Background: an optimization exercise with open tools, aiming at small area, a short achievable clock period and few clock cycles per item. Do not read the settings as production practice.
At most, simulation tests tie the RTL to the original design; equivalence was not proved.
The RTL of runs 1 to 5 was laid out without a check of its function.
Power and IR drop assume default switching activity.

**design/flow/design.v**
```verilog
module crc16_ccitt (
    input  wire        clk,
    input  wire        init,    
    input  wire        en,      
    input  wire [7:0]  data_in,
    output reg  [15:0] crc,
    output reg  [15:0] crc_next
);
    function [15:0] crc_byte;
        input [15:0] c;
        input [7:0]  b;
        integer k;
        reg [15:0] r;
        begin
            r = c ^ {b, 8'h00};
            for (k = 0; k < 8; k = k + 1)
                r = r[15] ? ((r << 1) ^ 16'h1021) : (r << 1);
            crc_byte = r;
        end
    endfunction
    always @(*) begin
        if (init)
            crc_next = 16'hFFFF;
        else if (en)
            crc_next = crc_byte(crc, data_in);
        else
            crc_next = crc;
    end
    always @(posedge clk)
        crc <= crc_next;
endmodule
module rs_enc_255_223 (
    input  wire       clk,
    input  wire       en,
    input  wire       dat_nx,
    input  wire [7:0] data_nx,
    output wire [7:0] par_out
);
    function [7:0] gen_coef;
        input integer k;
        begin
            case (k)
                0:  gen_coef = 8'h01;  1:  gen_coef = 8'h5B;  2:  gen_coef = 8'h7F;
                3:  gen_coef = 8'h56;  4:  gen_coef = 8'h10;  5:  gen_coef = 8'h1E;
                6:  gen_coef = 8'h0D;  7:  gen_coef = 8'hEB;  8:  gen_coef = 8'h61;
                9:  gen_coef = 8'hA5;  10: gen_coef = 8'h08;  11: gen_coef = 8'h2A;
                12: gen_coef = 8'h36;  13: gen_coef = 8'h56;  14: gen_coef = 8'hAB;
                15: gen_coef = 8'h20;  16: gen_coef = 8'h71;  17: gen_coef = 8'h20;
                18: gen_coef = 8'hAB;  19: gen_coef = 8'h56;  20: gen_coef = 8'h36;
                21: gen_coef = 8'h2A;  22: gen_coef = 8'h08;  23: gen_coef = 8'hA5;
                24: gen_coef = 8'h61;  25: gen_coef = 8'hEB;  26: gen_coef = 8'h0D;
                27: gen_coef = 8'h1E;  28: gen_coef = 8'h10;  29: gen_coef = 8'h56;
                30: gen_coef = 8'h7F;  31: gen_coef = 8'h5B;
                default: gen_coef = 8'h01;
            endcase
        end
    endfunction
    function [7:0] gf_mul;
        input [7:0] a;
        input [7:0] b;
        integer k;
        reg [7:0] r;
        begin
            r = 8'h00;
            for (k = 7; k >= 0; k = k - 1) begin
                r = r[7] ? ((r << 1) ^ 8'h87) : (r << 1);
                if (b[k])
                    r = r ^ a;
            end
            gf_mul = r;
        end
    endfunction
    reg  [7:0] par [0:31];    
    reg  [7:0] fb;            
    assign par_out = par[0];
    wire [7:0] par0_nx = en ? (par[1] ^ gf_mul(fb, gen_coef(31))) : par[0];
    integer j;
    always @(posedge clk) begin
        fb <= (data_nx ^ par0_nx) & {8{dat_nx}};
        if (en) begin
            for (j = 0; j < 31; j = j + 1)
                par[j] <= par[j+1] ^ gf_mul(fb, gen_coef(31 - j));
            par[31] <= fb;
        end
    end
endmodule
module fx25_kiss_enc (
    input  wire        clk,
    input  wire        rst,
    input  wire        chunk_valid,
    output reg         chunk_ready,
    input  wire [7:0]  chunk_len,
    input  wire [47:0] dst_call,      
    input  wire [3:0]  dst_ssid,
    input  wire [47:0] src_call,      
    input  wire [3:0]  src_ssid,
    input  wire        in_valid,
    output reg         in_ready,
    input  wire [7:0]  in_data,
    output reg         out_valid,
    input  wire        out_ready,
    output reg  [7:0]  out_data,
    output reg         out_last,
    output reg  [15:0] skip_count
);
    localparam I_IDLE = 0, I_CMD = 1, I_TAG = 2, I_HDR = 3, I_CTL = 4, I_PID = 5,
               I_PAY = 6, I_FCS0 = 7, I_FCS1 = 8, I_PAD = 9, I_PAR = 10, I_FEND1 = 11;
    localparam [7:0] FEND = 8'hC0, FESC = 8'hDB, TFEND = 8'hDC, TFESC = 8'hDD;
    localparam [7:0] MAX_PAYLOAD = 8'd150;
    wire       len_ok = (chunk_len <= MAX_PAYLOAD);
    reg        dv;           
    reg [7:0]  owed;         
    reg        pb_v;
    reg [7:0]  pb0;
    reg [11:0] ph;
    reg [7:0]  cnt;
    reg [6:0]  jc;           
    reg        a_valid, a_rs, a_crc, a_par, a_cw, a_last;
    reg [7:0]  a;
    reg        b_valid, b_rs, b_par, b_cw, b_last;
    reg [7:0]  b;
    reg        esc_pend, esc_fend;
    reg        fl_on;
    reg        skip_evt;
    wire [15:0] crc, crc_next;
    wire [7:0]  par_out;
    wire [13:0] js;
    assign js[0] = !jc[6] && !jc[0];
    assign js[7] =  jc[6] &&  jc[0];
    genvar gi;
    generate
        for (gi = 1; gi < 7; gi = gi + 1) begin : g_js
            assign js[gi]     =  jc[gi-1] && !jc[gi];
            assign js[gi + 7] = !jc[gi-1] &&  jc[gi];
        end
    endgenerate
    wire [7:0] tag_byte = ({8{js[0]}} & 8'hCC) | ({8{js[1]}} & 8'h8F) |
                          ({8{js[2]}} & 8'h8A) | ({8{js[3]}} & 8'hE4) |
                          ({8{js[4]}} & 8'h85) | ({8{js[5]}} & 8'hE2) |
                          ({8{js[6]}} & 8'h98) | ({8{js[7]}} & 8'h01);
    wire [7:0] hdr_byte = ({8{js[0]}}  & {dst_call[46:40], 1'b0}) |
                          ({8{js[1]}}  & {dst_call[38:32], 1'b0}) |
                          ({8{js[2]}}  & {dst_call[30:24], 1'b0}) |
                          ({8{js[3]}}  & {dst_call[22:16], 1'b0}) |
                          ({8{js[4]}}  & {dst_call[14:8],  1'b0}) |
                          ({8{js[5]}}  & {dst_call[6:0],   1'b0}) |
                          ({8{js[6]}}  & {3'b011, dst_ssid, 1'b0}) |
                          ({8{js[7]}}  & {src_call[46:40], 1'b0}) |
                          ({8{js[8]}}  & {src_call[38:32], 1'b0}) |
                          ({8{js[9]}}  & {src_call[30:24], 1'b0}) |
                          ({8{js[10]}} & {src_call[22:16], 1'b0}) |
                          ({8{js[11]}} & {src_call[14:8],  1'b0}) |
                          ({8{js[12]}} & {src_call[6:0],   1'b0}) |
                          ({8{js[13]}} & {3'b011, src_ssid, 1'b1});
    wire       advance = !out_valid || out_ready;
    wire       take    = b_valid && advance && !esc_pend;    
    wire       mv      = a_valid && (!b_valid || take);      
    wire [7:0] ob      = b_par ? par_out : b;
    wire       ob_fend = (ob == FEND);
    wire       ob_esc  = b_cw && (ob_fend || (ob == FESC));
    wire tag_end  = js[7];
    wire hdr_end  = js[13];
    wire pad_end  = (cnt == 8'd222);
    wire par_end  = (cnt[4:0] == 5'd31);
    wire push     = in_valid && in_ready;
    wire pay_has  = pb_v || push;
    wire pay_last = pb_v ? (owed == 8'd0) : (push && (owed == 8'd1));
    wire pay_none = (owed == 8'd0) && !pb_v;
    wire s_has = !((ph[I_IDLE] && !dv) || (ph[I_HDR] && fl_on) ||
                   (ph[I_PAY] && !pay_has));
    wire s_ld = s_has && (!a_valid || mv);                   
    wire pop  = s_ld && ph[I_PAY];
    crc16_ccitt u_crc (
        .clk      (clk),
        .init     (s_ld && ph[I_IDLE]),
        .en       (mv && a_crc),
        .data_in  (a),
        .crc      (crc),
        .crc_next (crc_next)
    );
    wire [7:0] b_nx    = mv ? a : b;
    wire       b_rs_nx = !rst && (mv ? a_rs : b_rs);
    rs_enc_255_223 u_rs (
        .clk     (clk),
        .en      ((take && (b_rs || b_par)) || fl_on),
        .dat_nx  (b_rs_nx),
        .data_nx (b_nx),
        .par_out (par_out)
    );
    wire [7:0] nb = ({8{ph[I_IDLE] | ph[I_FEND1]}} & FEND) |
                    ({8{ph[I_TAG]}}  & tag_byte) |
                    ({8{ph[I_HDR]}}  & hdr_byte) |
                    ({8{ph[I_CTL]}}  & 8'h03) |
                    ({8{ph[I_PID]}}  & 8'hF0) |
                    ({8{ph[I_PAY]}}  & (pb_v ? pb0 : in_data)) |
                    ({8{ph[I_FCS0]}} & ~crc_next[7:0]) |
                    ({8{ph[I_FCS1]}} & ~crc[15:8]);
    wire nb_rs   = ph[I_HDR] | ph[I_CTL] | ph[I_PID] | ph[I_PAY] | ph[I_FCS0] | ph[I_FCS1] | ph[I_PAD];
    wire nb_crc  = ph[I_HDR] | ph[I_CTL] | ph[I_PID] | ph[I_PAY];
    wire nb_par  = ph[I_PAR];
    wire nb_cw   = !(ph[I_IDLE] | ph[I_CMD] | ph[I_FEND1]);
    wire nb_last = ph[I_FEND1];
    wire       own       = ph[I_CMD] | ph[I_TAG] | ph[I_HDR];
    wire       hdr_done  = s_ld && ph[I_HDR] && hdr_end;
    wire       cr_next   = !chunk_ready &&
                           (hdr_done || (!own && chunk_valid && !len_ok));
    wire       owed_load = chunk_ready && len_ok;
    wire [7:0] owed_next = owed_load ? chunk_len : (owed - {7'd0, push});
    wire       owed_nz   = owed_load ? (chunk_len != 8'd0)
                                     : ((owed != 8'd0) && !((owed == 8'd1) && push));
    wire       pb_v_next = pb_v ? !pop : (push && !pop);
    always @(posedge clk) begin
        if (!pb_v)
            pb0 <= in_data;
        if (s_ld) begin
            a <= nb;
            a_rs <= nb_rs; a_crc <= nb_crc; a_par <= nb_par; a_cw <= nb_cw; a_last <= nb_last;
        end
        b    <= b_nx;
        b_rs <= b_rs_nx;
        if (mv) begin
            b_par <= a_par; b_cw <= a_cw; b_last <= a_last;
        end
        if (take) begin
            out_data <= ob_esc ? FESC : ob;
            out_last <= b_last;
            esc_fend <= ob_fend;
        end else if (advance && esc_pend) begin
            out_data <= esc_fend ? TFEND : TFESC;
            out_last <= 1'b0;
        end
        if (skip_evt && (skip_count != 16'hFFFF))
            skip_count <= skip_count + 16'd1;
        if (rst) begin
            dv          <= 1'b0;
            chunk_ready <= 1'b0;
            in_ready    <= 1'b0;
            owed        <= 8'd0;
            pb_v        <= 1'b0;
            ph          <= 12'd1 << I_IDLE;
            a_valid     <= 1'b0;
            b_valid     <= 1'b0;
            esc_pend    <= 1'b0;
            out_valid   <= 1'b0;
            skip_evt    <= 1'b0;
            skip_count  <= 16'd0;
            fl_on       <= 1'b1;
            cnt         <= 8'd0;
        end else begin
            dv          <= chunk_valid && len_ok && !chunk_ready;
            chunk_ready <= cr_next;
            owed        <= owed_next;
            in_ready    <= owed_nz && !pb_v_next;
            pb_v        <= pb_v_next;
            skip_evt    <= chunk_valid && chunk_ready && !len_ok;
            if (fl_on) begin
                cnt <= cnt + 8'd1;
                if (cnt[4:0] == 5'd31) begin
                    fl_on <= 1'b0;
                    cnt   <= 8'd0;
                end
            end
            if (s_ld)
                a_valid <= 1'b1;
            else if (mv)
                a_valid <= 1'b0;
            if (mv)
                b_valid <= 1'b1;
            else if (take)
                b_valid <= 1'b0;
            if (advance) begin
                out_valid <= b_valid || esc_pend;
                if (esc_pend)
                    esc_pend <= 1'b0;
                else if (b_valid)
                    esc_pend <= ob_esc;
            end
            if (s_ld) begin
                if (!fl_on) begin
                    if ((ph[I_TAG] && tag_end) || (ph[I_PAD] && pad_end))
                        cnt <= 8'd0;
                    else
                        cnt <= cnt + 8'd1;
                end
                if (ph[I_CMD] || (ph[I_TAG] && tag_end))
                    jc <= 7'd0;
                else
                    jc <= {jc[5:0], !jc[6]};
                ph[I_IDLE]  <= ph[I_FEND1];
                ph[I_CMD]   <= ph[I_IDLE];
                ph[I_TAG]   <= ph[I_CMD] | (ph[I_TAG] & !tag_end);
                ph[I_HDR]   <= (ph[I_TAG] & tag_end) | (ph[I_HDR] & !hdr_end);
                ph[I_CTL]   <= ph[I_HDR] & hdr_end;
                ph[I_PID]   <= ph[I_CTL];
                ph[I_PAY]   <= (ph[I_PID] & !pay_none) | (ph[I_PAY] & !pay_last);
                ph[I_FCS0]  <= (ph[I_PID] & pay_none) | (ph[I_PAY] & pay_last);
                ph[I_FCS1]  <= ph[I_FCS0];
                ph[I_PAD]   <= ph[I_FCS1] | (ph[I_PAD] & !pad_end);
                ph[I_PAR]   <= (ph[I_PAD] & pad_end) | (ph[I_PAR] & !par_end);
                ph[I_FEND1] <= ph[I_PAR] & par_end;
            end
        end
    end
endmodule
```
**design/flow/flow/run.sh**
```bash
#!/bin/bash
set -euo pipefail
export BUFFER_PORTS_ARGS="-buffer_cell sky130_fd_sc_hd__buf_1"
export CTS_ARGS="-sink_clustering_enable -repair_clock_nets -dont_use_dummy_load -buf_list sky130_fd_sc_hd__clkbuf_16 -sink_clustering_size 20 -sink_clustering_max_diameter 100"
bash standard.sh > standard_flow.log 2>&1
```
**design/flow/standard.sh**
```bash
#!/bin/bash
# synth_recipe.tcl (not shown) runs the flow's synth.tcl, then flattens the netlist and writes it again
# the make line also repeats each setting of config.mk as NAME=value (left out here)
make -C /OpenROAD-flow-scripts/flow DESIGN_CONFIG=/design/flow/config.mk WORK_HOME=/design/flow/orfs CLKGATE_MAP_FILE= SYNTH_SCRIPT=/design/flow/synth_recipe.tcl "${@:-finish}"
```
**design/flow/config.mk**
```make
export PLATFORM = sky130hd
export DESIGN_NAME = fx25_kiss_enc
export DESIGN_NICKNAME = fx25_kiss_enc
export VERILOG_FILES = /design/flow/design.v
export SDC_FILE = /design/flow/constraint.sdc
export NUM_CORES = 4
export LEC_CHECK = 0
export CAP_MARGIN = 20
export CORE_MARGIN = 2
export CORE_UTILIZATION = 70
export SETUP_SLACK_MARGIN = 2.85
export SLEW_MARGIN = 20
```
**design/flow/constraint.sdc**
```tcl
create_clock -name core_clock -period 5.0 [get_ports {clk}]
set_input_delay 1.0000 -clock core_clock [delete_from_list [all_inputs] [get_ports {clk}]]
set_output_delay 1.0000 -clock core_clock [all_outputs]
set_load 0.01 [all_outputs]
```
==> results of run 1 <==
-- repair_timing --
item	in CTS	in global routing
pin swaps	10	5
setup endpoints to repair	449	262
setup buffers	56	7
gates cloned	2	2
resized for setup	55	33
-- logic make-up after synthesis --
| logic type | after synthesis |
|---|---|
| flops | 384 |
| fa+ha+maj | 6 |
| compound gates | 168 |
| mux | 39 |
| buf+inv | 79 |
| xor+xnor | 412 |
| simple gates | 236 |
-- layout make-up --
type | count | area [sq um] | area share (%)
clock buffer | 23 | 576 | 2.85
inverter | 27 | 128 | 0.633
multi-input combinational | 861 | 7080 | 35.1
sequential | 384 | 10600 | 52.6
tap | 330 | 413 | 2.05
timing repair buffer | 222 | 1360 | 6.74
-- sequential cells by signal, indices dropped and copies added, names as in the netlist, 7 cells and up --
| signal | count |
|---|---|
| u_rs.par | 256 |
| skip_count | 16 |
| u_crc.crc | 16 |
| ph | 12 |
| a | 8 |
| b | 8 |
| cnt | 8 |
| out_data | 8 |
| owed | 8 |
| pb0 | 8 |
| u_rs.fb | 8 |
| jc | 7 |
-- worst max-delay path: stages (launching register included) --
cell and delay (ns):
dfxtp_4 0.56, xnor3_2 0.45, buf_4 0.17, xnor2_1 0.61, xnor2_1 0.17
-- layout by cell type, fill, tap and decap left out, drive strengths merged, types with 4 or more instances in the layout --
master / n
clkbuf: 28
inv: 20
mux2: 16
xor2: 82
o41ai: 4
nor3: 18
a2111oi: 4
nor2: 73
nand3: 21
ha: 6
buf: 217
o2111ai: 6
nor4: 5
a22oi: 35
o22ai: 7
clkinv: 4
a21oi: 33
nand2: 72
and4: 4
dfxtp: 95
xnor2: 327
mux2i: 23
o31ai: 7
a31oi: 7
nand4: 5
o21ai: 18
o211ai: 16
edfxtp: 289
nor2b: 7
a221oi: 8
and3: 10
-- synth_stat cells (18+ instances only) --
cell type    n
a21oi_1     33
a22oi_1     35
clkbuf_1    30
dfxtp_1     95
edfxtp_1   289
inv_1       23
mux2i_1     23
nand2_1     72
nand3_1     21
nor2_1      73
nor3_1      18
o21ai_0     18
xnor2_1    309
xor2_1      75
-- final timing paths --
path / endpoint / from / slack, ns / cells past startpoint
worst min-delay path: b_cw$_DFFE_PP_ / a_cw$_DFFE_PP_ / 0.43 / 0
worst max register to register: u_rs.par[28][6]$_DFFE_PN_ / u_rs.fb[4]$_DFF_P_ / 2.77 / 4
worst max-delay path: u_rs.par[28][6]$_DFFE_PN_ / u_rs.fb[4]$_DFF_P_ / 2.77 / 4
worst min register to register: b_cw$_DFFE_PP_ / a_cw$_DFFE_PP_ / 0.43 / 0
-- stage by stage --
stage | power, mW | TNS [ns] | hold WS [ns] | utilization (%)
2_1_floorplan | 9.56 | -248.50 | 0.400 | -
3_5_place_dp | 10.7 | 0 | 0.409 | 74.4
5_1_grt | 13.7 | 0 | 0.434 | 80.8
4_1_cts | 12.9 | 0 | 0.418 | 79.8
3_3_place_gp | 10.5 | 0 | 0.403 | 74.3
6_report | 13.1 | 0 | 0.427 | 80.8
-- metal layers --
| layer | routed length [um] | track usage [%] | up-vias | part of all wire [%] |
|---|---|---|---|---|
| li1 | - | - | 5067 | - |
| met1 | 16500 | 39.8 | 5510 | 40 |
| met2 | 21200 | 54.5 | 435 | 51 |
| met3 | 2270 | 3.39 | 86 | 5.5 |
| met4 | 1230 | 9.53 | 0 | 3.0 |
| met5 | 0 | 0 | - | 0 |
-- report_power, final --
group / switching [mW] / total (mW) / internal [mW]
combinational: 2.59 / 5.07 / 2.48
sequential: 0.783 / 6.19 / 5.41
clock: 0.978 / 1.80 / 0.818
total: 4.35 / 13.1 / 8.71
==> impl_metrics.toml, run 1 <==
[timing]
timing.final.crit_share_pct = 44.7
tightest_slew_ns = 0.978
hold_viol = 0
setup_violations = 0
final_max_slew_viol_count = 0
fmax_ghz = 0.448
period_minus_slack_ns = 2.23
timing.final.ws_setup_ns = 2.77
relSlewSlack_pct = 34.8
fin_skew_ns = 0.0507
rsz0062_at_grt = "true"

[route]
wire_per_inst_um = 22.3
vias_per_cell = 6.01
drt_iter0_drc = 1037
vias = 11098
drc = 0
finalWirelength_um = 41200
ant_nets = 0
dr.pass1.iters = 5

[cells_and_area]
final_area_sq_um = 20200
fillers = 1367
num_antenna_cells = 0
nNetsFinal = 1650
drive_gt1_share_pct = 14.4
area_delta_synth_final_pct = 14.2
layout.cells.non_filler = 1847

[synth]
synth.yosys.seq_area_share_pct = 59.9
yosys_warnings = 4
synthCells = 1324
synth_xor_area_share_pct = 22.3
synth_compound_area_share_pct = 6.79
synth-edff-count = 289
synthSimpleGateAreaFrac_pct = 6.19
synthAdderAreaFrac_pct = 0.425
synth_top_family_by_area = "XOR/XNOR gates"
netlist_area_sq_um = 17700
synth_area_leaders = "edfxtp_1, xnor2_1, dfxtp_1"
synth.net_count = 1455
async_flop_share_pct = 0
yosysTopAreaCell = "edfxtp_1"
synth_seq_cells = 384
yosysUniqueCellTypes = 65
avgSynthCellArea_sq_um = 13.3
yosys-mux-area-fraction_pct = 2.32
ys.flop_type = "edfxtp_1"
synth_top_cell_area_share_pct = 49.1

[power_and_ir_drop]
p_leak_nw = 7.17
powerDensity_nw_per_um2 = 647
irDropWorstVdd_v = 0.000460

[place]
io_buffers = 140
dp_cells = 1757
place_congestion = 0.924
post-place-ws_ns = 1.90
dpl_cell_area_sq_um = 18600
place_hpwl_um = 25100

[clock_tree]
clockRootBuffer = "clkbuf_16"
holdBufCountCts = 0
cts_inserted_buffers = 23
clock-sinks = 384
cts_max_level = 1
clk_latency_ns = 0.53
cts_tree = "built"
cts.clk_slew.worst_paths_ns = 0.09
clockBufferDepth = 3

[grt]
overflow = 0
grt_max_degree = 80
first_global_vias = 11091
grt_usage_pct = 30.6
antenna_found_initial = 0
grt_pass1_wl_um = 62000

[die]
die_area_sq_um = 26500
start_util_pct = 70.7
row_count = 58
dieWidth_um = 163
core_area_sq_um = 25000
ioPinCount = 153
die_h_um = 163

[setup_path]
arrival_ns = 2.48
worstSetupPathType = "reg2reg"
cp.required_ns = 5.25
startpoint_type = "flip-flop"
crit_fanout = 12
endpoint_kind = "flip-flop"

[hold_path]
hp-class = "reg2reg"

[job]
maxCapViolations = 0

[run_status]
status = "timing/DRC/antenna clean"
==> run 2: changes to the inputs <==
--- a/design/flow/config.mk
+++ b/design/flow/config.mk
@@ -8,5 +8,5 @@
 export CAP_MARGIN = 20
 export CORE_MARGIN = 2
-export CORE_UTILIZATION = 70
-export SETUP_SLACK_MARGIN = 2.85
+export CORE_UTILIZATION = 60
+export SETUP_SLACK_MARGIN = 2.8
 export SLEW_MARGIN = 20
==> run 2 against run 1 <==
- synthesized cell count stayed put
- utilization down 11 points
- largest cell class unchanged
- still clean
- fmax decreased by 0.39%
- final cell count is 2.7% higher
- synthesized area unchanged
- largest power group unchanged
- critical endpoint is now a[5]$_DFFE_PP_
- clock skew down 0.0028 ns
==> impl_metrics.toml, run 2 <==
[route]
ant_nets = 0
vias = 10666
finalWirelength_um = 38500
wire_per_inst_um = 20.3
drt_iter0_drc = 762
vias_per_cell = 5.63
dr.pass1.iters = 5
drc = 0

[power_and_ir_drop]
p_leak_nw = 7.16
power.total_mw = 12.7
powerDensity_nw_per_um2 = 629
irDropWorstVdd_v = 0.000266

[clock_tree]
clockBufferDepth = 3
clk_latency_ns = 0.53
cts_max_level = 1
holdBufCountCts = 0
cts_inserted_buffers = 23
cts_tree = "built"
clock-sinks = 384
clockRootBuffer = "clkbuf_16"
cts.clk_slew.worst_paths_ns = 0.08

[place]
post-place-ws_ns = 1.19
place_congestion = 0.933
io_buffers = 140
place_hpwl_um = 25000

[grt]
antenna_found_initial = 0
first_global_vias = 10672
grt_max_degree = 77
overflow = 0
grt_pass1_wl_um = 60500
grt_usage_pct = 25.3

[hold_path]
min_to = "b_par$_DFFE_PP_"
hold_path_depth = 0
hp-class = "reg2reg"
hp-start = "a_par$_DFFE_PP_"

[setup_path]
r2r_cells = 5
rrSetupSlack_ns = 2.76
worstSetupPathType = "reg2reg"
endpoint_kind = "flip-flop"
crit_fanout = 10
arrival_ns = 2.50
r2r_end = "a[5]$_DFFE_PP_"
crit_start = "jc[5]$_SDFFCE_PP0P_"
startpoint_type = "flip-flop"
r2r-start = "jc[5]$_SDFFCE_PP0P_"
cp.required_ns = 5.26

[synth]
synth_seq_cells = 384
yosysMostFrequentCell = "xnor2_1"
netlist_area_sq_um = 17700
ys.flop_type = "edfxtp_1"
yosysUniqueCellTypes = 65
synth.net_count = 1455
yosys_warnings = 4
synth_top_cell_area_share_pct = 49.1
synth-edff-count = 289
async_flop_share_pct = 0
synth_area_leaders = "edfxtp_1, xnor2_1, dfxtp_1"
synthTopCellsByCount = "xnor2_1, edfxtp_1, dfxtp_1, xor2_1, nor2_1"
yosysTopAreaCell = "edfxtp_1"
synth.yosys.seq_area_share_pct = 59.9
synthCells = 1324
avgSynthCellArea_sq_um = 13.3

[timing]
tightest_slew_ns = 1.01
period_minus_slack_ns = 2.24
setup_violations = 0
timing.final.crit_share_pct = 44.8
fin_skew_ns = 0.0479
timing.final.ws_setup_ns = 2.76
final_max_slew_viol_count = 0
rsz0062_at_grt = "true"
relSlewSlack_pct = 32.6
hold_viol = 0
fmax_ghz = 0.446

[cells_and_area]
nNetsFinal = 1645
largest_register_ffs = 256
num_antenna_cells = 0
fillers = 2127
final_common_cell = "xnor2_1"
top_register = "u_rs.par"
drive_gt1_share_pct = 12.8
regArea_sq_um = 10600
largestRegisters = "u_rs.par x256, skip_count x16, u_crc.crc x16"
multi_input_comb_area_sq_um = 7010
area_delta_synth_final_pct = 14.0
final_cell_mix = "xnor2_1, edfxtp_1, buf_1"

[die]
start_util_pct = 61.2
dieWidth_um = 176
die_h_um = 176
row_count = 62
ioPinCount = 153
die_area_sq_um = 30800
core_area_sq_um = 28900

[run_status]
status = "timing/DRC/antenna clean"

[job]
maxCapViolations = 0
[run 2: cells by family (layout without fill, tap and decap cells)]
| kind of cell | Yosys count | after routing | synth area share (%) |
|---|---|---|---|
| buffers and inverters | 79 | 267 | 2.05 |
| DFF | 384 | 384 | 59.9 |
| AOI/OAI and AO/OA | 168 | 168 | 6.79 |
| muxes | 39 | 39 | 2.32 |
| and+or+nand+nor | 236 | 236 | 6.19 |
| xor gates and xnor gates | 412 | 412 | 22.3 |
| adders and majority gates | 6 | 6 | 0.425 |
[run 2: area by class of cell]
cell class | count | share of cell area, %
timing repair buffer | 217 | 6.73
multi-input combinational | 861 | 34.8
clock buffer | 23 | 2.86
inverter | 27 | 0.609
sequential | 384 | 52.6
tap | 384 | 2.39
[run 2: critical path: stages (launching register included)]
cell and delay [ns]:
edfxtp_1 0.49, buf_6 0.20, a222oi_1 0.48, o211ai_1 0.24, o41ai_2 0.39, o2111ai_1 0.17
[run 2: worst max path at each step]
stage / to / cells past startpoint
final: a[5]$_DFFE_PP_ / 5
after global routing: u_rs.fb[1]$_DFF_P_ / 7
after CTS: u_rs.fb[0]$_DFF_P_ / 6
after detailed placement: u_rs.par[9][2]$_DFFE_PN_ / 9
after global placement: u_rs.par[9][2]$_DFFE_PN_ / 9
after floorplan: u_rs.par[0][0]$_DFFE_PN_ / 7
[run 2: layer usage]
layer / vias to the layer above / GRT usage (%) / routed length (um)
met2: 310 / 43.5 / 19000
met1: 5229 / 34.1 / 16600
met3: 63 / 3.25 / 1770
met5: - / 0 / 0
met4: 0 / 7.20 / 1160
li1: 5064 / - / -
[run 2: power breakdown]
part / switching [mW] / total (mW) / internal [mW] / leakage (nW)
logic: 2.35 / 4.78 / 2.43 / 3.03
registers: 0.699 / 6.10 / 5.40 / 3.84
clock network: 0.982 / 1.80 / 0.818 / 0.283
total: 4.03 / 12.7 / 8.64 / 7.16
[run 2: metrics by stage]
step / hold slack (ns) / area (sq um) / util [%] / setup TNS [ns] / instances
3_3_place_gp: 0.402 / 18600 / 64.5 / 0 / 1813
3_5_place_dp: 0.417 / 18600 / 64.5 / 0 / 1813
6_report: 0.433 / 20100 / 69.8 / 0 / 1896
2_1_floorplan: 0.400 / 17700 / - / -248.50 / 1324
4_1_cts: 0.435 / 19800 / 68.8 / 0 / 1879
5_1_grt: 0.443 / 20100 / 69.8 / 0 / 1896
[run 2: repair_timing]
item	4_1_cts	5_1_grt
buffers inserted	41	14
resized for setup	48	25
endpoints found under the setup margin	415	229
pin swaps	10	9
gates cloned	2	3
==> run 3: changes to the inputs <==
--- a/design/flow/config.mk
+++ b/design/flow/config.mk
@@ -9,4 +9,4 @@
 export CORE_MARGIN = 2
 export CORE_UTILIZATION = 60
-export SETUP_SLACK_MARGIN = 2.8
+export SETUP_SLACK_MARGIN = 2.7
 export SLEW_MARGIN = 20
==> run 3 against run 2 <==
- critical path depth grew 5
- sequential share of layout area up 0.53 points
- global-route usage fell by 1.1 points
- critical endpoint is now u_rs.par[3][3]$_DFFE_PN_
==> impl_metrics.toml, run 3 <==
[run_status]
status = "timing/DRC/antenna clean"

[cells_and_area]
regArea_sq_um = 10600
fillers = 2097
largest_register_ffs = 256
multi_input_comb_area_sq_um = 6940
final_common_cell = "xnor2_1"
num_antenna_cells = 0
nNetsFinal = 1638
largestRegisters = "u_rs.par x256, skip_count x16, u_crc.crc x16"
area_delta_synth_final_pct = 12.8
layout.cells.non_filler = 1889
top_register = "u_rs.par"
drive_gt1_share_pct = 11.6
final_cell_mix = "xnor2_1, edfxtp_1, buf_1"

[synth]
yosysTopAreaCell = "edfxtp_1"
yosysMostFrequentCell = "xnor2_1"
synth_seq_cells = 384
synth.net_count = 1455
avgSynthCellArea_sq_um = 13.3
ys.flop_type = "edfxtp_1"
netlist_area_sq_um = 17700
synth_area_leaders = "edfxtp_1, xnor2_1, dfxtp_1"
synthTopCellsByCount = "xnor2_1, edfxtp_1, dfxtp_1, xor2_1, nor2_1"
synthCells = 1324
synth_top_cell_area_share_pct = 49.1
async_flop_share_pct = 0
synth.yosys.seq_area_share_pct = 59.9
synth-edff-count = 289
yosysUniqueCellTypes = 65
yosys_warnings = 4

[timing]
timing.final.crit_share_pct = 44.6
rsz0062_at_grt = "false"
final_max_slew_viol_count = 0
setup_violations = 0
fin_skew_ns = 0.0446
period_minus_slack_ns = 2.23
hold_viol = 0
fmax_ghz = 0.448
tightest_slew_ns = 1.02
relSlewSlack_pct = 32.3

[route]
finalWirelength_um = 37100
drc = 0
vias_per_cell = 5.61
dr.pass1.iters = 8
ant_nets = 0
vias = 10591
drt_iter0_drc = 767
wire_per_inst_um = 19.6

[power_and_ir_drop]
internal_power_mw = 8.61
p_switching_mw = 4.00
clkPwrFrac_pct = 14.2
p_seq_share_pct = 48.2
power.total_mw = 12.6
combPwrFrac_pct = 37.6
irDropWorstVdd_v = 0.000279
swShare_pct = 31.7
p_leak_nw = 7.04
powerDensity_nw_per_um2 = 633

[clock_tree]
cts_tree = "built"
clk_latency_ns = 0.54
cts_inserted_buffers = 23
clockRootBuffer = "clkbuf_16"
holdBufCountCts = 0
cts_max_level = 1
clockBufferDepth = 3
cts.clk_slew.worst_paths_ns = 0.08
clock-sinks = 384

[die]
row_count = 62
dieWidth_um = 176
die_area_sq_um = 30800
ioPinCount = 153
start_util_pct = 61.2
die_h_um = 176
core_area_sq_um = 28900

[grt]
grt_usage_pct = 24.2
first_global_vias = 10433
overflow = 0
grt_pass1_wl_um = 58000
grt_max_degree = 93
antenna_found_initial = 0

[setup_path]
arrival_ns = 2.45
endpoint_kind = "flip-flop"
worstSetupPathType = "in2reg"
crit_fanout = 92
critPathTopFamily = "buffers and inverters"
worstPathCellList = "buf_1, nor2b_4, nor2_1, nand2_2, clkinv_4, a21oi_2, buf_6, clkinvlp_4, buf_12, buf_16"
path_buf_inv = 6
slowest_stage = "buf_16"
cp.required_ns = 5.22
startpoint_type = "primary input"
max_stage_delay_ns = 0.24

[place]
io_buffers = 140
place_hpwl_um = 24400
dp_cells = 1813
place_congestion = 0.924

[job]
maxCapViolations = 0

[hold_path]
hp-class = "reg2reg"
==> run 3: cell counts after synthesis <==
Identical to the previous run, type by type.
==> run 3: cells by family after synthesis <==
group	Yosys count	synth area share, %
simple gates	236	6.19
xor+xnor	412	22.3
fa+ha+maj	6	0.425
mux	39	2.32
buf+inv	79	2.05
compound gates	168	6.79
flops	384	59.9
==> run 3: cell type report <==
cell class | count | area share, %
Clock buffer | 23 | 2.89
Inverter | 27 | 0.578
Tap cell | 384 | 2.41
Sequential cell | 384 | 53.1
Timing Repair Buffer | 210 | 6.13
Multi-Input combinational cell | 861 | 34.8
==> run 3: power by group through the flow <==
stage	logic, mW	registers (mW)	clock network (mW)
6_report	4.74	6.08	1.79
5_1_grt	5.21	6.21	1.94
4_1_cts	4.73	6.09	1.83
3_5_place_dp	4.51	6.13	0
3_3_place_gp	4.41	6.11	0
2_1_floorplan	3.63	5.91	0
==> run 3: stage by stage <==
stage	hold WS (ns)	utilization, %	setup WS, ns	cell area (sq um)	setup TNS, ns
after floorplan	0.400	-	-0.971	17700	-248.54
after global placement	0.400	64.4	1.85	18600	0
after detailed placement	0.405	64.4	1.86	18600	0
after CTS	0.425	68.1	2.67	19700	0
after global routing	0.432	69.1	2.69	19900	0
final	0.424	69.1	2.77	19900	0
==> run 3: repair_timing <==
| action | CTS | global route |
|---|---|---|
| pin swaps | 6 | 4 |
| buffers inserted | 31 | 20 |
| cloned | 2 | 0 |
| gates resized for setup | 34 | 23 |
| setup endpoints to repair | 385 | 267 |
==> run 3: final timing paths <==
path | cells past startpoint | slack (ns) | to | from
setup reg to reg | 8 | 2.77 | u_rs.fb[0]$_DFF_P_ | u_rs.fb[0]$_DFF_P_
hold reg to reg | 0 | 0.42 | b_last$_DFFE_PP_ | a_last$_DFFE_PP_
hold / removal | 0 | 0.42 | b_last$_DFFE_PP_ | a_last$_DFFE_PP_
setup / recovery | 10 | 2.77 | u_rs.par[3][3]$_DFFE_PN_ | out_ready
==> run 3: worst reg2reg max path, stage by stage (launching register included) <==
cell and delay [ns]:
dfxtp_1 0.47, buf_6 0.28, xnor2_2 0.19, buf_8 0.27
xnor3_2 0.33, xor2_2 0.18, mux2i_1 0.16, xor2_1 0.16
nor2_1 0.08
==> run 3: routing by layer <==
metal | vias to the layer above | global-route usage, % | wire length [um]
met5 | - | 0 | 0
met4 | 0 | 4.79 | 714
met3 | 42 | 2.55 | 1490
met2 | 305 | 42.8 | 18600
met1 | 5189 | 32.8 | 16300
li1 | 5055 | - | -
==> run 4: changes to the inputs <==
--- a/design/flow/config.mk
+++ b/design/flow/config.mk
@@ -8,5 +8,5 @@
 export CAP_MARGIN = 20
 export CORE_MARGIN = 2
-export CORE_UTILIZATION = 60
-export SETUP_SLACK_MARGIN = 2.7
+export CORE_UTILIZATION = 65
+export SETUP_SLACK_MARGIN = 2.8
 export SLEW_MARGIN = 20
==> run 4 against run 3 <==
- still clean on timing, DRC and antenna
- die area shrank 7.5%
- synthesized cell count unchanged
- clock power about the same
- utilization rose by 5.9 points
- via count is 0.84% higher
- global-route usage is 2.2 points higher
- worst setup slack got worse by 0.013 ns
- cell area is 0.82% higher
- fmax decreased by 0.57%
- worst hold slack gained 0.0086 ns
- first-iteration DRC count up 0.52%
- critical endpoint is now u_rs.fb[0]$_DFF_P_
==> impl_metrics.toml, run 4 <==
[cells_and_area]
area_delta_synth_final_pct = 13.8
fillers = 1757
largestRegisters = "u_rs.par x256, skip_count x16, u_crc.crc x16"
num_antenna_cells = 0
final_cell_mix = "xnor2_1, edfxtp_1, buf_1"
multi_input_comb_area_sq_um = 7020
largest_register_ffs = 256
final_util_pct = 75.0
nNetsFinal = 1650
layout.cells.non_filler = 1858
regArea_sq_um = 10600
top_register = "u_rs.par"
drive_gt1_share_pct = 12.9
final_common_cell = "xnor2_1"

[clock_tree]
cts_tree = "built"
holdBufCountCts = 0
clockRootBuffer = "clkbuf_16"
clk_latency_ns = 0.52
cts_inserted_buffers = 23
clockBufferDepth = 3
clock-sinks = 384
cts_max_level = 1
cts.clk_slew.worst_paths_ns = 0.08

[timing]
period_minus_slack_ns = 2.24
timing.final.crit_share_pct = 44.9
fin_skew_ns = 0.0417
final_max_slew_viol_count = 0
setup_violations = 0
hold_viol = 0
tightest_slew_ns = 0.883
setup_tns_ns = 0
rsz0062_at_grt = "true"
relSlewSlack_pct = 40.9
fmax_ghz = 0.446

[run_status]
status = "timing/DRC/antenna clean"

[place]
place_hpwl_um = 24200
dp_cells = 1771
place_congestion = 0.941
io_buffers = 140

[setup_path]
startpoint_type = "flip-flop"
r2r_end = "u_rs.fb[0]$_DFF_P_"
endpoint_kind = "flip-flop"
worstPathCellList = "buf_12, xnor3_2, xnor3_1, xor2_1, mux2i_1, xor2_1, nor2_1"
crit_start = "u_rs.fb[2]$_DFF_P_"
slowest_stage = "dfxtp_1"
crit_top_cell = "xor2_1"
r2r_cells = 7
endpoint = "u_rs.fb[0]$_DFF_P_"
arrival_ns = 2.65
r2r-start = "u_rs.fb[2]$_DFF_P_"
rrSetupSlack_ns = 2.76
cp.required_ns = 5.41
worstSetupPathType = "reg2reg"
max_stage_delay_ns = 0.47
crit_fanout = 15

[synth]
synth.net_count = 1455
synth-edff-count = 289
yosys_warnings = 4
netlist_area_sq_um = 17700
synth_top_cell_area_share_pct = 49.1
synthCells = 1324
synthTopCellsByCount = "xnor2_1, edfxtp_1, dfxtp_1, xor2_1, nor2_1"
ys.flop_type = "edfxtp_1"
yosysTopAreaCell = "edfxtp_1"
avgSynthCellArea_sq_um = 13.3
async_flop_share_pct = 0
synth_area_leaders = "edfxtp_1, xnor2_1, dfxtp_1"
synth_seq_cells = 384
yosysMostFrequentCell = "xnor2_1"
synth.yosys.seq_area_share_pct = 59.9
yosysUniqueCellTypes = 65

[die]
core_area_sq_um = 26800
die_h_um = 169
die_area_sq_um = 28500
dieWidth_um = 169
ioPinCount = 153
row_count = 60
start_util_pct = 65.9

[power_and_ir_drop]
irDropWorstVdd_v = 0.000293
powerDensity_nw_per_um2 = 634
p_leak_nw = 7.13

[route]
wire_per_inst_um = 20.0
vias = 10680
dr.pass1.iters = 5
ant_nets = 0
vias_per_cell = 5.75
finalWirelength_um = 37200
drc = 0
drt_iter0_drc = 771

[grt]
antenna_found_initial = 0
grt_max_degree = 89
grt_usage_pct = 26.5
grt_pass1_wl_um = 58200
overflow = 0
first_global_vias = 10614

[job]
maxCapViolations = 0

[hold_path]
hp-class = "reg2reg"
## run 4: worst min path at each step
stage | cells past startpoint | start | slack (ns) | to
2_1_floorplan | 0 | a_cw$_DFFE_PP_ | 0.40 | b_cw$_DFFE_PP_
3_3_place_gp | 0 | a_last$_DFFE_PP_ | 0.40 | b_last$_DFFE_PP_
3_5_place_dp | 0 | a_cw$_DFFE_PP_ | 0.41 | b_cw$_DFFE_PP_
4_1_cts | 0 | a_cw$_DFFE_PP_ | 0.43 | b_cw$_DFFE_PP_
5_1_grt | 0 | a_last$_DFFE_PP_ | 0.44 | b_last$_DFFE_PP_
6_report | 0 | a_last$_DFFE_PP_ | 0.43 | b_last$_DFFE_PP_
## run 4: area by class of cell
class | instances | share of cell area [%]
multi-input combinational | 861 | 35.0
tap | 341 | 2.12
timing repair buffer | 222 | 6.76
sequential | 384 | 52.7
clock buffer | 23 | 2.86
inverter | 27 | 0.592
## run 4: timing repair
item	in CTS	in global routing
resized for setup	42	23
buffers inserted	40	21
endpoints found under the setup margin	421	278
pin swaps	9	7
cloned	2	1
## run 4: cells by family after synthesis
logic type | share of synthesized area [%]
buffers and inverters | 2.05
AOI/OAI and AO/OA | 6.79
muxes | 2.32
adders and majority gates | 0.425
DFF | 59.9
xor gates and xnor gates | 22.3
and+or+nand+nor | 6.19
## run 4: layer usage
layer	wire, um	part of all wire, %	vias to the layer above	GRT usage [%]
li1	-	-	5066	-
met1	16000	43	5239	35.9
met2	18300	49	313	45.3
met3	1860	5.0	62	3.32
met4	1060	2.8	0	7.46
met5	0	0	-	0
## run 4: critical path: cells and delay by family, from the launching register on
family / cells / cell delay [ns]
muxes: 1 / 0.12
buffers and inverters: 1 / 0.25
xor gates and xnor gates: 4 / 1.24
and+or+nand+nor: 1 / 0.05
DFF: 1 / 0.47
## run 4: where the power goes
| group | total (mW) | switching (mW) | internal [mW] |
|---|---|---|---|
| clock network | 1.78 | 0.961 | 0.817 |
| logic | 4.85 | 2.36 | 2.49 |
| registers | 6.10 | 0.702 | 5.40 |
| total | 12.7 | 4.02 | 8.71 |
## run 4: per-stage QoR
stage               hold slack [ns]  setup slack, ns  power (mW)  instance area (sq um)
floorplan                     0.400           -0.971        9.55                  17700
global placement              0.405             1.86        10.5                  18600
detailed placement            0.415             1.85        10.6                  18600
CTS                           0.431             2.74        12.7                  19800
global route                  0.442             2.65        13.4                  20100
finish                        0.433             2.76        12.7                  20100
==> run 5: changes to the inputs <==
--- a/design/flow/design.v
+++ b/design/flow/design.v
@@ -116,7 +116,5 @@
     reg [7:0]  cnt;
     reg [6:0]  jc;           
-    reg        a_valid, a_rs, a_crc, a_par, a_cw, a_last;
-    reg [7:0]  a;
-    reg        b_valid, b_rs, b_par, b_cw, b_last;
+    reg        b_valid, b_rs, b_crc, b_par, b_cw, b_last;
     reg [7:0]  b;
     reg        esc_pend, esc_fend;
@@ -155,5 +153,4 @@
     wire       advance = !out_valid || out_ready;
     wire       take    = b_valid && advance && !esc_pend;    
-    wire       mv      = a_valid && (!b_valid || take);      
     wire [7:0] ob      = b_par ? par_out : b;
     wire       ob_fend = (ob == FEND);
@@ -169,16 +166,16 @@
     wire s_has = !((ph[I_IDLE] && !dv) || (ph[I_HDR] && fl_on) ||
                    (ph[I_PAY] && !pay_has));
-    wire s_ld = s_has && (!a_valid || mv);                   
+    wire s_ld = s_has && (!b_valid || take);                 
     wire pop  = s_ld && ph[I_PAY];
     crc16_ccitt u_crc (
         .clk      (clk),
         .init     (s_ld && ph[I_IDLE]),
-        .en       (mv && a_crc),
-        .data_in  (a),
+        .en       (take && b_crc),
+        .data_in  (b),
         .crc      (crc),
         .crc_next (crc_next)
     );
-    wire [7:0] b_nx    = mv ? a : b;
-    wire       b_rs_nx = !rst && (mv ? a_rs : b_rs);
+    wire [7:0] b_nx;
+    wire       b_rs_nx;
     rs_enc_255_223 u_rs (
         .clk     (clk),
@@ -201,4 +198,6 @@
     wire nb_cw   = !(ph[I_IDLE] | ph[I_CMD] | ph[I_FEND1]);
     wire nb_last = ph[I_FEND1];
+    assign b_nx    = s_ld ? nb : b;
+    assign b_rs_nx = !rst && (s_ld ? nb_rs : b_rs);
     wire       own       = ph[I_CMD] | ph[I_TAG] | ph[I_HDR];
     wire       hdr_done  = s_ld && ph[I_HDR] && hdr_end;
@@ -213,12 +212,8 @@
         if (!pb_v)
             pb0 <= in_data;
-        if (s_ld) begin
-            a <= nb;
-            a_rs <= nb_rs; a_crc <= nb_crc; a_par <= nb_par; a_cw <= nb_cw; a_last <= nb_last;
-        end
         b    <= b_nx;
         b_rs <= b_rs_nx;
-        if (mv) begin
-            b_par <= a_par; b_cw <= a_cw; b_last <= a_last;
+        if (s_ld) begin
+            b_crc <= nb_crc; b_par <= nb_par; b_cw <= nb_cw; b_last <= nb_last;
         end
         if (take) begin
@@ -239,5 +234,4 @@
             pb_v        <= 1'b0;
             ph          <= 12'd1 << I_IDLE;
-            a_valid     <= 1'b0;
             b_valid     <= 1'b0;
             esc_pend    <= 1'b0;
@@ -262,8 +256,4 @@
             end
             if (s_ld)
-                a_valid <= 1'b1;
-            else if (mv)
-                a_valid <= 1'b0;
-            if (mv)
                 b_valid <= 1'b1;
             else if (take)
--- a/design/flow/config.mk
+++ b/design/flow/config.mk
@@ -8,5 +8,5 @@
 export CAP_MARGIN = 20
 export CORE_MARGIN = 2
-export CORE_UTILIZATION = 65
+export CORE_UTILIZATION = 60
 export SETUP_SLACK_MARGIN = 2.8
 export SLEW_MARGIN = 20
==> run 5 against run 4 <==
- utilization decreased by 5.1 points
- worst hold slack gained 0.044 ns
- die area rose by 6.0%
- final cell count up 1.9%
==> impl_metrics.toml, run 5 <==
[run_status]
status = "timing/DRC/antenna clean"

[setup_path]
path_buf_inv = 3
worstPathCellList = "buf_4, clkinvlp_4, buf_4, a221oi_2, o21ai_0, o21a_2, o32a_1, xnor2_1, and2_1"
slowest_stage = "o32a_1"
critPathTopFamily = "compound AO/OA/AOI/OAI gates"
crit_top_cell = "buf_4"
max_stage_delay_ns = 0.40
cp.required_ns = 5.43
worstSetupPathType = "reg2reg"
crit_fanout = 6
endpoint_kind = "flip-flop"
arrival_ns = 2.69
path_depth = 9
r2r_cells = 9
startpoint_type = "flip-flop"

[clock_tree]
clockRootBuffer = "clkbuf_16"
cts.clk_slew.worst_paths_ns = 0.09
cts_tree = "built"
cts_max_level = 1
cts_inserted_buffers = 22
clockBufferDepth = 3
holdBufCountCts = 0
clk_latency_ns = 0.53
clock-sinks = 371

[cells_and_area]
layout.cells.non_filler = 1894
area_delta_synth_final_pct = 15.3
top_register = "u_rs.par"
final_common_cell = "xnor2_1"
fillers = 2121
num_antenna_cells = 0
largestRegisters = "u_rs.par x256, skip_count x16, u_crc.crc x16"
regArea_sq_um = 10200
drive_gt1_share_pct = 14.8
largest_register_ffs = 256
final_cell_mix = "xnor2_1, edfxtp_1, buf_1"
multi_input_comb_area_sq_um = 7170
nNetsFinal = 1643

[timing]
hold_viol = 0
setup_violations = 0
tightest_slew_ns = 0.832
timing.final.crit_share_pct = 45.2
period_minus_slack_ns = 2.26
relSlewSlack_pct = 44.3
final_max_slew_viol_count = 0
fmax_ghz = 0.443
rsz0062_at_grt = "true"
fin_skew_ns = 0.0302
hold_slack_ns = 0.477

[die]
dieWidth_um = 174
die_h_um = 174
start_util_pct = 60.6
die_area_sq_um = 30200
row_count = 62
ioPinCount = 153
core_area_sq_um = 28500

[place]
place_congestion = 0.979
io_buffers = 140
place_hpwl_um = 25500
dp_cells = 1802

[synth]
synth_top_cell_area_share_pct = 48.1
ys.flop_type = "edfxtp_1"
yosys_warnings = 4
synth_seq_cells = 371
synthCells = 1320
synth.yosys.seq_area_share_pct = 59.0
netlist_area_sq_um = 17300
avgSynthCellArea_sq_um = 13.1
synth_area_leaders = "edfxtp_1, xnor2_1, dfxtp_1"
async_flop_share_pct = 0
yosysTopAreaCell = "edfxtp_1"
yosysMostFrequentCell = "xnor2_1"
synth.net_count = 1451
synth-edff-count = 277
synthTopCellsByCount = "xnor2_1, edfxtp_1, dfxtp_1, nor2_1, xor2_1"
yosysUniqueCellTypes = 71

[route]
dr.pass1.iters = 6
wl_met2_um = 20000
ant_nets = 0
finalWirelength_um = 39900
vias = 10773
highest_layer = "met4"
m1WireLength_um = 16500
drc = 0
vias_per_cell = 5.69
met3RoutedLength_um = 1870
wire_per_inst_um = 21.1
drt_iter0_drc = 842

[grt]
grt_max_degree = 73
first_global_vias = 10522
grt_pass1_wl_um = 60400
overflow = 0
grt_usage_pct = 25.9
antenna_found_initial = 0

[hold_path]
hp-class = "reg2reg"
hold_path_depth = 0

[power_and_ir_drop]
combPwrFrac_pct = 46.7
internal_power_mw = 9.93
p_leak_nw = 7.07
swShare_pct = 34.8
clkPwrFrac_pct = 11.4
p_seq_share_pct = 42.0
p_switching_mw = 5.29
irDropWorstVdd_v = 0.000358
powerDensity_nw_per_um2 = 763

[job]
maxCapViolations = 0
-- run 5: cell types whose count changed after synthesis, moves of 9 or more --
cell | previous run | this run
nand2_1 | 72 | 58
nor2b_1 | 7 | 21
a21oi_1 | 33 | 45
edfxtp_1 | 289 | 277
buf_2 | 11 | 20
clkbuf_1 | 30 | 21
xor2_1 | 75 | 66
-- run 5: what timing repair did --
action | in CTS | in global routing
buffers inserted | 39 | 23
endpoints found under the setup margin | 426 | 120
pin swaps | 13 | 19
resized for setup | 61 | 51
cloned | 4 | 4
-- run 5: worst register-to-register path, delay by kind of cell, from the launching register on --
kind                      cells  cell delay (ns)
xor gates and xnor gates      1             0.13
and+or+nand+nor               1             0.15
buffers and inverters         3             0.53
AOI/OAI and AO/OA             4             0.98
DFF                           1             0.39
-- run 5: stage by stage --
step / worst slack (ns) / cell area (sq um) / total power, mW / TNS (ns) / utilization (%)
floorplan: -0.902 / 17400 / 11.4 / -233.43 / -
detailed placement: 1.62 / 18200 / 13.0 / 0 / 63.8
CTS: 2.73 / 19500 / 15.2 / 0 / 68.2
global placement: 1.64 / 18200 / 12.8 / 0 / 63.8
global route: 2.63 / 19900 / 16.1 / 0 / 69.9
finish: 2.74 / 19900 / 15.2 / 0 / 69.9
-- run 5: kinds of logic after synthesis --
| kind of cell | Yosys count | synth area share, % |
|---|---|---|
| AND/OR/NAND/NOR | 256 | 7.31 |
| multiplexers | 33 | 1.97 |
| flip-flops | 371 | 59.0 |
| AO/OA/AOI/OAI | 171 | 6.76 |
| XOR/XNOR | 401 | 22.2 |
| buffers and inverters | 82 | 2.34 |
| adder cells (fa/ha/maj) | 6 | 0.434 |
-- run 5: cell type report --
type                            count  share of cell area [%]
Sequential cell                   371                    51.2
Multi-Input combinational cell    868                    36.0
Timing Repair Buffer              223                    6.99
Clock buffer                       22                    2.76
Tap cell                          384                    2.41
Inverter                           25                   0.596
Timing Repair inverter              1                  0.0439
-- run 5: power by group through the flow --
stage	logic (mW)	registers (mW)	clock network (mW)
global placement	6.45	6.39	0
detailed placement	6.57	6.40	0
floorplan	5.25	6.13	0
global route	7.73	6.51	1.85
finish	7.10	6.38	1.73
CTS	7.02	6.38	1.77
-- run 5: path summary, 6_finish.rpt --
| check | endpoint | slack (ns) | startpoint |
|---|---|---|---|
| setup / recovery | u_rs.fb[2]$_DFF_P_ | 2.74 | jc[3]$_SDFFCE_PP0P_ |
| hold / removal | b_par$_DFFE_PP_ | 0.48 | ph[10]$_SDFFE_PP0P_ |
| hold reg to reg | b_par$_DFFE_PP_ | 0.48 | ph[10]$_SDFFE_PP0P_ |
| setup reg to reg | u_rs.fb[2]$_DFF_P_ | 2.74 | jc[3]$_SDFFCE_PP0P_ |
-- run 5: metal layers --
metal	up-vias	global-route usage (%)
li1	5051	-
met1	5326	34.2
met2	322	44.7
met3	74	3.44
met4	0	8.54
met5	-	0
==> run 6: changes to the inputs <==
--- a/design/flow/design.v
+++ b/design/flow/design.v
@@ -116,5 +116,7 @@
     reg [7:0]  cnt;
     reg [6:0]  jc;           
-    reg        b_valid, b_rs, b_crc, b_par, b_cw, b_last;
+    reg        a_valid, a_rs, a_crc, a_par, a_cw, a_last;
+    reg [7:0]  a;
+    reg        b_valid, b_rs, b_par, b_cw, b_last;
     reg [7:0]  b;
     reg        esc_pend, esc_fend;
@@ -153,4 +155,5 @@
     wire       advance = !out_valid || out_ready;
     wire       take    = b_valid && advance && !esc_pend;    
+    wire       mv      = a_valid && (!b_valid || take);      
     wire [7:0] ob      = b_par ? par_out : b;
     wire       ob_fend = (ob == FEND);
@@ -164,18 +167,18 @@
     wire pay_last = pb_v ? (owed == 8'd0) : (push && (owed == 8'd1));
     wire pay_none = (owed == 8'd0) && !pb_v;
-    wire s_has = !((ph[I_IDLE] && !dv) || (ph[I_HDR] && fl_on) ||
+    wire s_has = !((ph[I_IDLE] && (!dv || fl_on)) ||
                    (ph[I_PAY] && !pay_has));
-    wire s_ld = s_has && (!b_valid || take);                 
+    wire s_ld = s_has && (!a_valid || mv);                   
     wire pop  = s_ld && ph[I_PAY];
     crc16_ccitt u_crc (
         .clk      (clk),
         .init     (s_ld && ph[I_IDLE]),
-        .en       (take && b_crc),
-        .data_in  (b),
+        .en       (mv && a_crc),
+        .data_in  (a),
         .crc      (crc),
         .crc_next (crc_next)
     );
-    wire [7:0] b_nx;
-    wire       b_rs_nx;
+    wire [7:0] b_nx    = mv ? a : b;
+    wire       b_rs_nx = !rst && (mv ? a_rs : b_rs);
     rs_enc_255_223 u_rs (
         .clk     (clk),
@@ -198,6 +201,4 @@
     wire nb_cw   = !(ph[I_IDLE] | ph[I_CMD] | ph[I_FEND1]);
     wire nb_last = ph[I_FEND1];
-    assign b_nx    = s_ld ? nb : b;
-    assign b_rs_nx = !rst && (s_ld ? nb_rs : b_rs);
     wire       own       = ph[I_CMD] | ph[I_TAG] | ph[I_HDR];
     wire       hdr_done  = s_ld && ph[I_HDR] && hdr_end;
@@ -212,8 +213,12 @@
         if (!pb_v)
             pb0 <= in_data;
+        if (s_ld) begin
+            a <= nb;
+            a_rs <= nb_rs; a_crc <= nb_crc; a_par <= nb_par; a_cw <= nb_cw; a_last <= nb_last;
+        end
         b    <= b_nx;
         b_rs <= b_rs_nx;
-        if (s_ld) begin
-            b_crc <= nb_crc; b_par <= nb_par; b_cw <= nb_cw; b_last <= nb_last;
+        if (mv) begin
+            b_par <= a_par; b_cw <= a_cw; b_last <= a_last;
         end
         if (take) begin
@@ -234,4 +239,5 @@
             pb_v        <= 1'b0;
             ph          <= 12'd1 << I_IDLE;
+            a_valid     <= 1'b0;
             b_valid     <= 1'b0;
             esc_pend    <= 1'b0;
@@ -250,10 +256,12 @@
             if (fl_on) begin
                 cnt <= cnt + 8'd1;
-                if (cnt[4:0] == 5'd31) begin
+                if (cnt[4:0] == 5'd31)
                     fl_on <= 1'b0;
-                    cnt   <= 8'd0;
-                end
             end
             if (s_ld)
+                a_valid <= 1'b1;
+            else if (mv)
+                a_valid <= 1'b0;
+            if (mv)
                 b_valid <= 1'b1;
             else if (take)
@@ -267,10 +275,8 @@
             end
             if (s_ld) begin
-                if (!fl_on) begin
-                    if ((ph[I_TAG] && tag_end) || (ph[I_PAD] && pad_end))
-                        cnt <= 8'd0;
-                    else
-                        cnt <= cnt + 8'd1;
-                end
+                if (ph[I_CMD] || (ph[I_TAG] && tag_end) || (ph[I_PAD] && pad_end))
+                    cnt <= 8'd0;
+                else
+                    cnt <= cnt + 8'd1;
                 if (ph[I_CMD] || (ph[I_TAG] && tag_end))
                     jc <= 7'd0;
==> design/flow/flow/run.sh (replaced) <==
#!/bin/bash
set -euo pipefail
export BUFFER_PORTS_ARGS="-buffer_cell sky130_fd_sc_hd__buf_1"
export CTS_ARGS="-sink_clustering_enable -repair_clock_nets -dont_use_dummy_load -buf_list sky130_fd_sc_hd__clkbuf_8 -sink_clustering_size 14 -sink_clustering_max_diameter 80"
bash standard.sh > standard_flow.log 2>&1
==> run 6 against run 5 <==
- sequential cell count grew 13
- final cell count shrank 1.5%
- worst hold slack lost 0.054 ns
- largest power group is now registers
- via count shrank 2.7%
- combinational power shrank 51%
- clock power shrank 13%
- critical path type unchanged
- synthesized cell count shrank 1.4%
- still clean on timing, DRC and antenna
==> impl_metrics.toml, run 6 <==
[run_status]
status = "timing/DRC/antenna clean"

[place]
dp_cells = 1787
io_buffers = 140
place_congestion = 0.897
place_hpwl_um = 24400

[synth]
synth.yosys.seq_area_share_pct = 60.0
avgSynthCellArea_sq_um = 13.5
netlist_area_sq_um = 17600
yosysTopAreaCell = "edfxtp_1"
synth.net_count = 1433
yosys_warnings = 4
synth-edff-count = 289
synth_area_leaders = "edfxtp_1, xnor2_1, dfxtp_1"
async_flop_share_pct = 0
ys.flop_type = "edfxtp_1"
synthCells = 1302
yosysMostFrequentCell = "xnor2_1"
synth_top_cell_area_share_pct = 49.2
synthTopCellsByCount = "xnor2_1, edfxtp_1, dfxtp_1, xor2_1, nor2_1"
synth_seq_cells = 384
yosysUniqueCellTypes = 64

[grt]
grt_usage_pct = 24.2
overflow = 0
grt_max_degree = 91
grt_pass1_wl_um = 58000
antenna_found_initial = 0
first_global_vias = 10548

[route]
drt_iter0_drc = 745
wire_per_inst_um = 19.9
finalWirelength_um = 37200
vias = 10486
dr.pass1.iters = 5
drc = 0
ant_nets = 0
vias_per_cell = 5.62

[cells_and_area]
layout.cells.non_filler = 1865
largest_register_ffs = 256
drive_gt1_share_pct = 12.6
final_cell_mix = "xnor2_1, edfxtp_1, buf_1"
num_antenna_cells = 0
fillers = 2150
top_register = "u_rs.par"
largestRegisters = "u_rs.par x256, skip_count x16, u_crc.crc x16"
nNetsFinal = 1614
area_delta_synth_final_pct = 11.5
final_common_cell = "xnor2_1"

[setup_path]
worstSetupPathType = "reg2reg"
startpoint_type = "flip-flop"
arrival_ns = 2.63
endpoint_kind = "flip-flop"
crit_fanout = 13
rrSetupSlack_ns = 2.84
cp.required_ns = 5.48

[timing]
fin_skew_ns = 0.0477
hold_slack_ns = 0.423
rsz0062_at_grt = "true"
relSlewSlack_pct = 49.0
period_minus_slack_ns = 2.16
setup_tns_ns = 0
fmax_ghz = 0.464
final_max_slew_viol_count = 0
tightest_slew_ns = 0.762
timing.final.crit_share_pct = 43.1
setup_violations = 0
hold_viol = 0

[clock_tree]
cts.clk_slew.worst_paths_ns = 0.09
clockRootBuffer = "clkbuf_8"
clock-sinks = 384
cts_tree = "built"
holdBufCountCts = 0
cts_max_level = 1
clk_latency_ns = 0.62
clockBufferDepth = 3
cts_inserted_buffers = 31

[job]
maxCapViolations = 0

[power_and_ir_drop]
irDropWorstVdd_v = 0.000295
swShare_pct = 30.3
p_switching_mw = 3.29
power.total_mw = 10.9
powerDensity_nw_per_um2 = 552
p_leak_nw = 6.97
p_seq_share_pct = 53.8
internal_power_mw = 7.56
combPwrFrac_pct = 32.3
clkPwrFrac_pct = 13.9

[die]
die_area_sq_um = 30800
die_h_um = 175
ioPinCount = 153
core_area_sq_um = 28900
row_count = 62
dieWidth_um = 175
start_util_pct = 61.1

[hold_path]
hp-class = "reg2reg"
run 6: cell types whose count changed after synthesis, moves of 7 or more:
cell | previous run | this run
edfxtp_1 | 277 | 289
mux2_2 | 8 | 16
nor2_1 | 75 | 66
a21oi_1 | 45 | 28
a211oi_1 | 2 | 11
nor2b_1 | 21 | 6
buf_2 | 20 | 12
clkbuf_1 | 21 | 28
run 6: metal layers:
metal	part of all wire, %	global-route usage (%)
met4	2.2	4.65
met1	42	32.3
met3	4.5	2.71
met5	0	0
met2	51	43.1
run 6: timing repair:
item	in CTS	in global routing
setup endpoints to repair	439	32
cloned	2	0
buffers inserted	33	12
gates resized for setup	46	15
pin swaps	7	0
run 6: final timing paths:
check                        to  cells after the start                from
max          u_rs.fb[1]$_DFF_P_                      7  u_rs.fb[2]$_DFF_P_
min             b_par$_DFFE_PP_                      0     a_par$_DFFE_PP_
max reg2reg  u_rs.fb[1]$_DFF_P_                      7  u_rs.fb[2]$_DFF_P_
min reg2reg     b_par$_DFFE_PP_                      0     a_par$_DFFE_PP_
run 6: final cells by class:
cell class / instances / area (sq um) / share of cell area, %
clock buffers: 31 / 427 / 2.17
inverters: 30 / 148 / 0.750
multi-input cells: 836 / 6930 / 35.2
flip-flops and latches: 384 / 10600 / 53.9
well taps: 384 / 480 / 2.44
repair buffers: 198 / 1070 / 5.43
repair inverters: 2 / 20.0 / 0.102
run 6: critical path: stages (launching register included):
cell     delay (ns)
dfxtp_1        0.33
buf_6          0.26
xor2_1         0.34
xnor3_1        0.53
xnor2_2        0.19
mux2i_1        0.17
xor2_1         0.15
nor2_1         0.05
run 6: logic make-up (layout without fill, tap and decap cells):
logic type | Yosys count | after routing | synth area share (%)
AOI/OAI and AO/OA | 158 | 158 | 6.41
xor gates and xnor gates | 411 | 411 | 22.7
adders and majority gates | 6 | 6 | 0.426
buffers and inverters | 82 | 261 | 2.21
DFF | 384 | 384 | 60.0
muxes | 41 | 41 | 2.44
and+or+nand+nor | 220 | 220 | 5.88
run 6: through the flow:
step / util [%] / setup slack (ns) / cell area, sq um
after global placement: 64.3 / 1.71 / 18600
after CTS: 67.6 / 2.76 / 19500
final: 68.2 / 2.84 / 19700
after floorplan: - / 2.04 / 17700
after detailed placement: 64.3 / 1.69 / 18600
after global routing: 68.2 / 2.73 / 19700
run 6: power by group through the flow:
stage | logic, mW | clock network, mW | registers [mW]
finish | 3.51 | 1.51 | 5.84
global route | 3.84 | 1.65 | 5.95
CTS | 3.51 | 1.55 | 5.84
detailed placement | 3.33 | 0 | 5.89
global placement | 3.27 | 0 | 5.89
floorplan | 2.70 | 0 | 5.68
Testbench counts of run 6, summed over its fixed seeds: cycles 34,444, frames 128.
==> run 7: changes to the inputs <==
--- a/design/flow/config.mk
+++ b/design/flow/config.mk
@@ -8,5 +8,6 @@
 export CAP_MARGIN = 20
 export CORE_MARGIN = 2
-export CORE_UTILIZATION = 60
+export CORE_UTILIZATION = 70
+export PLACE_DENSITY = 0.85
 export SETUP_SLACK_MARGIN = 2.8
 export SLEW_MARGIN = 20
==> run 7 against run 6 <==
- count of clock-buffer cells in the layout did not move
- die area fell by 14%
- worst hold slack improved by 0.0069 ns
- sequential cell count did not move
- largest power group unchanged
- routed wire length rose by 1.2%
- combinational power rose by 2%
- critical path depth fell by 1
- final cell count fell by 2.9%
- clock skew fell by 0.016 ns
- total power rose by 0.93%
==> impl_metrics.toml, run 7 <==
[clock_tree]
clk_latency_ns = 0.61
cts_tree = "built"
cts_inserted_buffers = 31
clockBufferDepth = 3
clockRootBuffer = "clkbuf_8"
cts.clk_slew.worst_paths_ns = 0.09
holdBufCountCts = 0
cts_max_level = 1
clock-sinks = 384

[setup_path]
r2r_cells = 6
startpoint_type = "flip-flop"
arrival_ns = 2.69
crit_fanout = 9
worstSetupPathType = "reg2reg"
endpoint_kind = "flip-flop"
cp.required_ns = 5.48

[cells_and_area]
largest_register_ffs = 256
nNetsFinal = 1614
layout.cells.non_filler = 1811
drive_gt1_share_pct = 13.0
top_register = "u_rs.par"
largestRegisters = "u_rs.par x256, skip_count x16, u_crc.crc x16"
final_common_cell = "xnor2_1"
area_delta_synth_final_pct = 11.2
fillers = 1457
num_antenna_cells = 0
final_cell_mix = "xnor2_1, edfxtp_1, buf_1"

[synth]
ys.flop_type = "edfxtp_1"
synth_top_cell_area_share_pct = 49.2
yosysUniqueCellTypes = 64
yosysTopAreaCell = "edfxtp_1"
synth_seq_cells = 384
synth_area_leaders = "edfxtp_1, xnor2_1, dfxtp_1"
async_flop_share_pct = 0
synthTopCellsByCount = "xnor2_1, edfxtp_1, dfxtp_1, xor2_1, nor2_1"
synth-edff-count = 289
yosysMostFrequentCell = "xnor2_1"
synthCells = 1302
netlist_area_sq_um = 17600
avgSynthCellArea_sq_um = 13.5
synth.yosys.seq_area_share_pct = 60.0
synth.net_count = 1433
yosys_warnings = 4

[hold_path]
hold_path_depth = 0
hp-class = "reg2reg"

[grt]
antenna_found_initial = 0
grt_usage_pct = 28.8
first_global_vias = 10446
grt_max_degree = 92
overflow = 0
grt_pass1_wl_um = 58100

[route]
vias = 10705
wire_per_inst_um = 20.8
ant_nets = 0
drt_iter0_drc = 1060
vias_per_cell = 5.91
drc = 0
dr.pass1.iters = 6
finalWirelength_um = 37600

[timing]
setup_violations = 0
rsz0062_at_grt = "true"
hold_viol = 0
fin_skew_ns = 0.0322
final_max_slew_viol_count = 0
relSlewSlack_pct = 54.1
tightest_slew_ns = 0.686
fmax_ghz = 0.454
hold_slack_ns = 0.430
setup_tns_ns = 0
timing.final.crit_share_pct = 44.0
period_minus_slack_ns = 2.20

[run_status]
status = "timing/DRC/antenna clean"

[power_and_ir_drop]
irDropWorstVdd_v = 0.000321
p_leak_nw = 6.96
powerDensity_nw_per_um2 = 559

[place]
dp_cells = 1736
io_buffers = 140
place_congestion = 0.871
place_hpwl_um = 24200

[die]
start_util_pct = 70.7
ioPinCount = 153
row_count = 58
dieWidth_um = 163
die_area_sq_um = 26500
die_h_um = 163
core_area_sq_um = 25000

[job]
maxCapViolations = 0
-- run 7: cell counts after synthesis --
No cell type changed its count.
-- run 7: metal layers --
metal / wire, um / vias to the layer above / GRT usage, %
met3: 2200 / 97 / 3.44
met2: 18900 / 459 / 48.9
met1: 14900 / 5196 / 38.7
met4: 1600 / 0 / 10.1
met5: 0 / - / 0
li1: - / 4953 / -
-- run 7: cell families after synthesis --
| group | Yosys count | synth area share [%] |
|---|---|---|
| xor+xnor | 411 | 22.7 |
| flops | 384 | 60.0 |
| simple gates | 220 | 5.88 |
| compound gates | 158 | 6.41 |
| buf+inv | 82 | 2.21 |
| mux | 41 | 2.44 |
| fa+ha+maj | 6 | 0.426 |
-- run 7: stage by stage --
| step | power, mW | setup WS [ns] | instance area, sq um | util (%) |
|---|---|---|---|---|
| global placement | 9.06 | 1.72 | 18500 | 74.1 |
| detailed placement | 9.26 | 1.62 | 18500 | 74.1 |
| CTS | 10.9 | 2.74 | 19500 | 78.0 |
| global route | 11.5 | 2.75 | 19600 | 78.6 |
| finish | 11.0 | 2.80 | 19600 | 78.6 |
| floorplan | 8.39 | 2.04 | 17700 | - |
-- run 7: area by class of cell --
type	count	area, sq um	share of cell area, %
flip-flops and latches	384	10600	54.1
multi-input cells	836	6980	35.6
repair buffers	198	1020	5.19
clock buffers	31	427	2.18
well taps	330	413	2.11
inverters	30	145	0.740
repair inverters	2	25.0	0.128
-- run 7: power breakdown --
group	switching [mW]	leakage, nW	internal [mW]
clock network	0.941	0.223	0.551
logic	1.75	2.87	1.83
registers	0.700	3.86	5.19
total	3.39	6.96	7.57
-- run 7: final timing paths --
check	from	to	slack (ns)
max	u_rs.fb[0]$_DFF_P_	u_rs.fb[6]$_DFF_P_	2.80
min	a_par$_DFFE_PP_	b_par$_DFFE_PP_	0.43
max reg2reg	u_rs.fb[0]$_DFF_P_	u_rs.fb[6]$_DFF_P_	2.80
min reg2reg	a_par$_DFFE_PP_	b_par$_DFFE_PP_	0.43
-- run 7: timing repair --
item,in CTS,in global routing
gates cloned,2,0
pin swaps,5,2
endpoints found under the hold margin,0,0
buffers inserted,36,6
resized for setup,46,27
endpoints found under the setup margin,436,223
-- run 7: worst max-delay path, cell delays in order, from the launching register on --
cell and delay (ns):
dfxtp_4 0.46, xnor2_2 0.57, xnor2_2 0.26, xnor2_1 0.42, mux2i_1 0.17, xor2_1 0.16
nor2_1 0.05

Setup slack of run 7, layout unchanged: 2.798 ns with ideal ports, 2.798 ns with driving cells assumed (clock clkbuf_16, inputs buf_2), 2.238 ns with port delays also shifted by the 0.619 ns mid clock arrival.
